From an optimization exercise on the open Yosys and OpenROAD flow, aimed at small area, a short achievable clock period and few clock cycles; shortcuts taken in it are not production practice.
The RTL was checked by simulation tests, not by an equivalence proof against the original design.
Power figures rest on the tool's default switching activity, not on a simulated workload.

==> run a: inputs <==
==> flow/design.v (excerpt) <==
module crc16_psa (
    input  wire        clk,
    input  wire        rst,
    input  wire        host_req,
    input  wire        host_we,
    input  wire [3:0]  host_idx,
    input  wire [15:0] host_wdata,
    output reg         host_ack,
    output reg  [15:0] host_rdata,
    output reg         bus_req,
    output reg  [1:0]  bus_cmd,
    output reg  [7:0]  bus_wdata,
    input  wire        bus_ack,
    input  wire        bus_err,
    input  wire [7:0]  bus_rdata
);
==> flow/config.mk <==
export PLATFORM = sky130hd
export DESIGN_NAME = crc16_psa
export DESIGN_NICKNAME = crc16_psa
export VERILOG_FILES = /design/flow/design.v
export SDC_FILE = /design/flow/constraint.sdc
export NUM_CORES = 4
export LEC_CHECK = 0
export ABC_AREA = 1
export CAP_MARGIN = 20
export CORE_MARGIN = 2
export CORE_UTILIZATION = 40
export CTS_CLUSTER_DIAMETER = 55
export CTS_CLUSTER_SIZE = 50
export SLEW_MARGIN = 20
==> flow/constraint.sdc <==
create_clock -name core_clock -period 10.0 [get_ports {clk}]
set_input_delay 2.0000 -clock core_clock [delete_from_list [all_inputs] [get_ports {clk}]]
set_output_delay 2.0000 -clock core_clock [all_outputs]
set_load 0.01 [all_outputs]
standard.sh (not shown) runs the stock make flow with config.mk's settings and CLKGATE_MAP_FILE= SYNTH_SCRIPT=/design/flow/synth_recipe.tcl, a recipe that flattens the netlist after the stock synthesis.
==> flow/flow/run.sh <==
#!/bin/bash
set -euo pipefail
bash standard.sh SETUP_SLACK_MARGIN=7 finish > flow_make.log 2>&1
==> run b (differences from run a) <==
--- a/flow/design.v
+++ b/flow/design.v
@@ -28,67 +28,66 @@
     endfunction
     reg        rst_q;
     reg [15:0] acc, addr, len, ptr;
     reg [7:0]  buf_mem [0:63];
     reg        e_bus, e_ill, e_busy, e_range;
     reg        s_we;
     reg [3:0]  s_idx;
-    reg [15:0] s_wd;
     reg        s_busy;
     reg        s_c1, s_c2, s_c3, s_c10, s_c11, s_c20, s_hz;
     reg [2:0]  q;
     reg        q_read;
     reg        busy;         
-    reg        settling;
     reg [4:0]  settle_cnt;
     reg [6:0]  ra;           
     reg        w_en;
     reg [5:0]  w_addr;
     reg [7:0]  wb;
     reg [15:0] pref;
     reg [6:0]  plen;
     reg        eng;
-    reg [1:0]  eng_ph;       
+    reg        eng_req;      
+    reg        eng_ph;       
     reg        app2, app3;   
     reg        store_ok, len_le64, len_le62;
     wire [7:0] rd_byte = buf_mem[ra[5:0]];
     wire       ptr_ok  = (ptr[15:6] == 10'd0);
     wire       zero    = (acc == 16'h0000);
     wire       stop_rd = bus_req && (q == Q_STOP) && q_read;
     wire       ack_ok  = host_req && !host_ack && !rst_q && !eng &&
                          !((app2 || app3) && (host_idx == 4'd7 || host_idx == 4'd1)) &&
                          !(w_en && host_idx == 4'd1);
     wire       len_le64_now = (len[15:7] == 9'd0) && (!len[6] || len[5:0] == 6'd0);
-    wire       crcb_slow = host_we && (host_idx == 4'd1) && (host_wdata == 16'h0002) &&
+    wire       crcb_slow = host_we && (host_idx == 4'd1) && host_wdata[1] && !host_wdata[0] &&
                            !busy && len_le64_now && (len[6:0] != plen);
     wire       ack_set = ack_ok && !crcb_slow;
-    wire       eng_start = ack_ok && crcb_slow;
+    wire       eng_start = eng_req && !eng;
     wire [6:0] end_lo = {1'b0, addr[5:0]} + len[6:0];
     wire       store_ok_now = (len[15:7] == 9'd0) && (len[6:0] != 7'd0) &&
                               (!len[6] || len[5:0] == 6'd0) && !addr[15] &&
                               (addr[14:6] != 9'h1FF || !end_lo[6] || end_lo[5:0] == 6'd0);
     wire       st_go   = ack_ok && host_we && (host_idx == 4'd1) &&
                          (host_wdata[15:1] == 15'h0008) && !busy && store_ok_now;
     always @(posedge clk) begin
         rst_q  <= rst;
         s_we   <= host_we;
         s_idx  <= host_idx;
-        s_wd   <= host_wdata;
         s_busy <= busy;
         s_hz   <= (host_wdata[15:8] == 8'h00);
         s_c1   <= (host_wdata == 16'h0001);
         s_c2   <= (host_wdata == 16'h0002);
         s_c3   <= (host_wdata == 16'h0003);
         s_c10  <= (host_wdata == 16'h0010);
         s_c11  <= (host_wdata == 16'h0011);
         s_c20  <= (host_wdata == 16'h0020);
         if (rst)
             host_ack <= 1'b0;
         else
             host_ack <= ack_set;
+        eng_req <= ack_ok && crcb_slow;
         if (host_idx[3])
             host_rdata <= 16'h0000;
         else case (host_idx[2:0])
             3'd0: host_rdata <= {8'h00, e_range, e_busy, e_ill, e_bus, 2'b00, zero,
                                  busy && !(stop_rd && bus_ack)};
             3'd2: host_rdata <= acc;
             3'd4: host_rdata <= addr;
@@ -129,16 +128,17 @@
     wire x_dr   = x_op && !s_we && i_data;
     wire x_app  = x_cmd && s_c3;
     wire x_crcb = x_cmd && s_c2;
     wire x_st   = x_cmd && (s_c10 || s_c11);
     wire x_clr  = x_cmd && s_c20;
     wire done    = bus_req && bus_ack;
     wire bus_wr  = done && (q == Q_RDATA) && !bus_err;
-    wire eng_fin = eng && (eng_ph == 2'd0) && (plen == len[6:0]);
-    wire eng_wr  = eng && (eng_ph == 2'd1);
+    wire eng_fin = eng && !eng_ph && (plen == len[6:0]);
+    wire eng_wr  = eng && !eng_ph && (plen != len[6:0]);
+    wire settling = busy && (q == Q_IDLE);    
     always @(posedge clk) begin
         if (w_en)
             buf_mem[w_addr] <= wb;
     end
     always @(posedge clk) begin
         w_en <= !rst_q && (x_dw || x_app || app2 || eng_wr || bus_wr);
         if (x_dw)
@@ -154,25 +154,25 @@
                 Q_ADDR_HI: wb <= addr[7:0];
                 Q_ADDR_LO: wb <= q_read ? DEV_R : rd_byte;
                 Q_WDATA:   wb <= rd_byte;
                 Q_RDATA:   wb <= bus_rdata;
                 default:   wb <= addr[15:8];
             endcase
         end else if (x_dw)
-            wb <= s_wd[7:0];
+            wb <= host_wdata[7:0];
         else if (x_app)
             wb <= acc[15:8];
         else if (app2)
             wb <= acc[7:0];
         else if (eng)
             wb <= rd_byte;
         else
             wb <= addr[15:8];
     end
-    wire [15:0] acc_step = crc_step(acc, s_wd[7:0]);
+    wire [15:0] acc_step = crc_step(acc, host_wdata[7:0]);
     wire [6:0]  ptr_inc  = ptr[6:0] + 7'd1;
     always @(posedge clk) begin
         if (rst_q) begin
             acc <= 16'hFFFF; addr <= 16'h0000; len <= 16'h0000; ptr <= 16'h0000;
             e_ill <= 1'b0; e_busy <= 1'b0; e_range <= 1'b0;
             app2 <= 1'b0; app3 <= 1'b0;
         end else begin
@@ -181,81 +181,79 @@
             if (x_ill)  e_ill   <= 1'b1;
             if (x_bsy)  e_busy  <= 1'b1;
             if (x_rng)  e_range <= 1'b1;
             if (x_clr) begin e_ill <= 1'b0; e_busy <= 1'b0; e_range <= 1'b0; end
             if (x_op && s_we && i_crc) acc <= acc_step;
             if (x_cmd && s_c1)         acc <= 16'hFFFF;
             if (x_crcb)                acc <= pref;
-            if (eng_fin)               acc <= pref;
-            if (x_op && s_we && i_addr) addr <= s_wd;
-            if (x_op && s_we && i_len)  len  <= s_wd;
+            if (x_op && s_we && i_addr) addr <= host_wdata;
+            if (x_op && s_we && i_len)  len  <= host_wdata;
             if (x_app)                  len  <= {9'd0, len[6:0] + 7'd2};
-            if (x_op && s_we && i_ptr)  ptr  <= s_wd;
+            if (x_op && s_we && i_ptr)  ptr  <= host_wdata;
             if (x_dw || x_dr)           ptr  <= {9'd0, ptr_inc};
         end
     end
     always @(posedge clk) begin
         len_le64 <= (len[15:7] == 9'd0) && (!len[6] || len[5:0] == 6'd0);
         store_ok <= store_ok_now;
         len_le62 <= (len[15:6] == 10'd0) && (len[5:0] != 6'b111111);
     end
     wire        w_ext   = (w_addr == plen[5:0]) && !plen[6];
     wire [15:0] w_step  = crc_step(w_ext ? pref : 16'hFFFF, wb);
     always @(posedge clk) begin
         if (rst_q) begin
             pref <= 16'hFFFF; plen <= 7'd0;
-            eng <= 1'b0; eng_ph <= 2'd0;
+            eng <= 1'b0; eng_ph <= 1'b0;
         end else begin
             if (w_en) begin
                 if (w_ext || w_addr == 6'd0) begin
                     pref <= w_step;
                     plen <= w_ext ? plen + 7'd1 : 7'd1;
                 end else begin
                     pref <= 16'hFFFF;
                     plen <= 7'd0;
                 end
             end
             if (eng_start) begin
                 eng <= 1'b1;
-                eng_ph <= 2'd0;
+                eng_ph <= 1'b0;
                 pref <= 16'hFFFF;
                 plen <= 7'd0;
             end
             if (eng_fin)
                 eng <= 1'b0;
             else if (eng)
-                eng_ph <= (eng_ph == 2'd2) ? 2'd0 : eng_ph + 2'd1;
+                eng_ph <= !eng_ph;
         end
     end
     always @(posedge clk) begin
         if (rst || rst_q)
             bus_req <= 1'b0;
         else if (st_go)
             bus_req <= 1'b1;
         else if (done && q == Q_STOP)
             bus_req <= 1'b0;
     end
     always @(posedge clk) begin
         if (rst_q) begin
             q <= Q_IDLE; q_read <= 1'b0;
-            busy <= 1'b1; settling <= 1'b1; settle_cnt <= 5'd30;
+            busy <= 1'b1; settle_cnt <= 5'd30;
             bus_cmd <= B_START; bus_wdata <= DEV_W;
             e_bus <= 1'b0;
             ra <= 7'd0;
         end else begin
             if (x_clr) e_bus <= 1'b0;
             if (settling) begin
                 if (settle_cnt == 5'd0) begin
-                    settling <= 1'b0;
                     busy <= 1'b0;
                 end else
                     settle_cnt <= settle_cnt - 5'd1;
             end
             if (x_op && s_we && i_ptr)
-                ra <= {1'b0, s_wd[5:0]};
+                ra <= {1'b0, host_wdata[5:0]};
             if (x_dw || x_dr)
                 ra <= {1'b0, ptr_inc[5:0]};
             if (eng_start)
                 ra <= 7'd0;
             if (eng_wr)
                 ra <= ra + 7'd1;
             if (eng_fin)
@@ -267,18 +265,16 @@
             if (done) begin
                 if (q == Q_STOP) begin
                     q <= Q_IDLE;
                     bus_cmd <= B_START; bus_wdata <= DEV_W;
                     ra <= {1'b0, ptr[5:0]};
                     if (q_read)
                         busy <= 1'b0;
-                    else begin
-                        settling <= 1'b1;
+                    else
                         settle_cnt <= 5'd30;
-                    end
                 end else if (bus_err) begin
                     e_bus <= 1'b1;
                     q <= Q_STOP; bus_cmd <= B_STOP;
                 end else begin
                     case (q)
                     Q_START_W: begin q <= Q_ADDR_HI; bus_cmd <= B_WRITE; bus_wdata <= wb; end
                     Q_ADDR_HI: begin q <= Q_ADDR_LO; bus_cmd <= B_WRITE; bus_wdata <= wb; end
==> flow/flow/run.sh (replaced) <==
#!/bin/bash
set -euo pipefail
bash standard.sh SETUP_SLACK_MARGIN=6.85 \
  "BUFFER_PORTS_ARGS=-buffer_cell sky130_fd_sc_hd__buf_2" \
  "CTS_ARGS=-sink_clustering_enable -repair_clock_nets -sink_clustering_size 50 -sink_clustering_max_diameter 55 -dont_use_dummy_load" \
  finish > flow_make.log 2>&1
CORE_UTILIZATION = 65   (was 40)
CTS_CLUSTER_DIAMETER = not set   (was 55)
CTS_CLUSTER_SIZE = not set   (was 50)
==> results.txt <==
| quantity | run b | run a |
|---|---|---|
| Start-to-end type of the worst setup path | reg2out | in2reg |
| Final critical-path share of the clock period | 0.310 | 0.316 |
| Sequential fraction of design power | 0.626 | 0.512 |
| Worst Hold Margin | 0.457 ns | 0.466 ns |
| Crit path from | host_rdata[10]$_SDFF_PP0_ | host_wdata[6] |
| Total power divided by cell area | 149 nW/µm² | 168 nW/µm² |
| Required time of the critical path | 8.00 ns | 10.56 ns |
| Sort of element at the end of the critical path | output port | flip-flop |
| Share of the synthesized area in the top cell type | 0.505 | 0.494 |
| CP startpoint kind | flip-flop | input port |
| Post-synthesis share of cell area spent on xor and xnor gates | 0.0172 | 0.0191 |
| Final-layout clock buffer total | 47 | 76 |
| Area occupied by registers | 18,900 µm² | 19,200 µm² |
| Synthesized area divided by synthesized cell count | 9.78 µm² | 9.59 µm² |
| Post-Place Cells | 3,653 | 4,211 |
| Pin count of the biggest net entering global routing | 111 | 93 |
| Psw | 0.959 mW | 1.36 mW |
| End-of-flow core utilization | 0.697 | 0.468 |
| Vias in the first global route | 21.5k | 22.1k |
| Overall routed net length | 87,600 µm | 93,500 µm |
| Critical path capture point | host_rdata[10] | s_c3$_DFF_P_ |
| Met2 demand-to-capacity share in global routing | 0.531 | 0.363 |
| Placed standard-cell area | 31,100 µm² | 32,600 µm² |
| Overall power | 4.82 mW | 6.06 mW |
| Worst Clk Skew | 0.0536 ns | 0.0281 ns |
| Status | timing/DRC/antenna clean | timing/DRC/antenna clean |
| Reg-to-reg startpoint | ptr[6]$_SDFFE_PP0P_ | len[0]$_SDFFE_PP0P_ |
Testbench counts of run a, summed over its fixed seeds: cycles 53,130.
Testbench counts of run b, summed over its fixed seeds: cycles 53,130.

-- separate check: timing with driven ports --
The flow's constraints put no driver on any port. The routed layouts listed below were extracted and timed again, unchanged, in two steps. Step 1 sets driving cells, clkbuf_16 on the clock port and buf_2 on the other inputs (assumed; they add their load-dependent delay and slew). Step 2 moves the port delays by t, midway between the first and last clock arrival at a register: inputs arrive t later, outputs are due t later. That takes back most of the time a late clock gives input paths. Three values: ideal ports, drivers, drivers and shift; two values: the first two.
run	shift t [ns]	setup slack, ns	hold WS [ns]	worst setup path after step 2	worst slew at a driven data input, ns
run a	0.684	6.837 / 6.824 / 6.186	0.466 / 0.466 / 0.466	input to register	0.05
run b	0.658	6.896 / 6.835 / 6.328	0.457 / 0.457 / 0.457	input to register	0.03
After both steps setup and hold are still met in every run listed. The setup slack of run a, which loses most, moves by -0.013 ns with the drivers and by -0.651 ns with both steps.
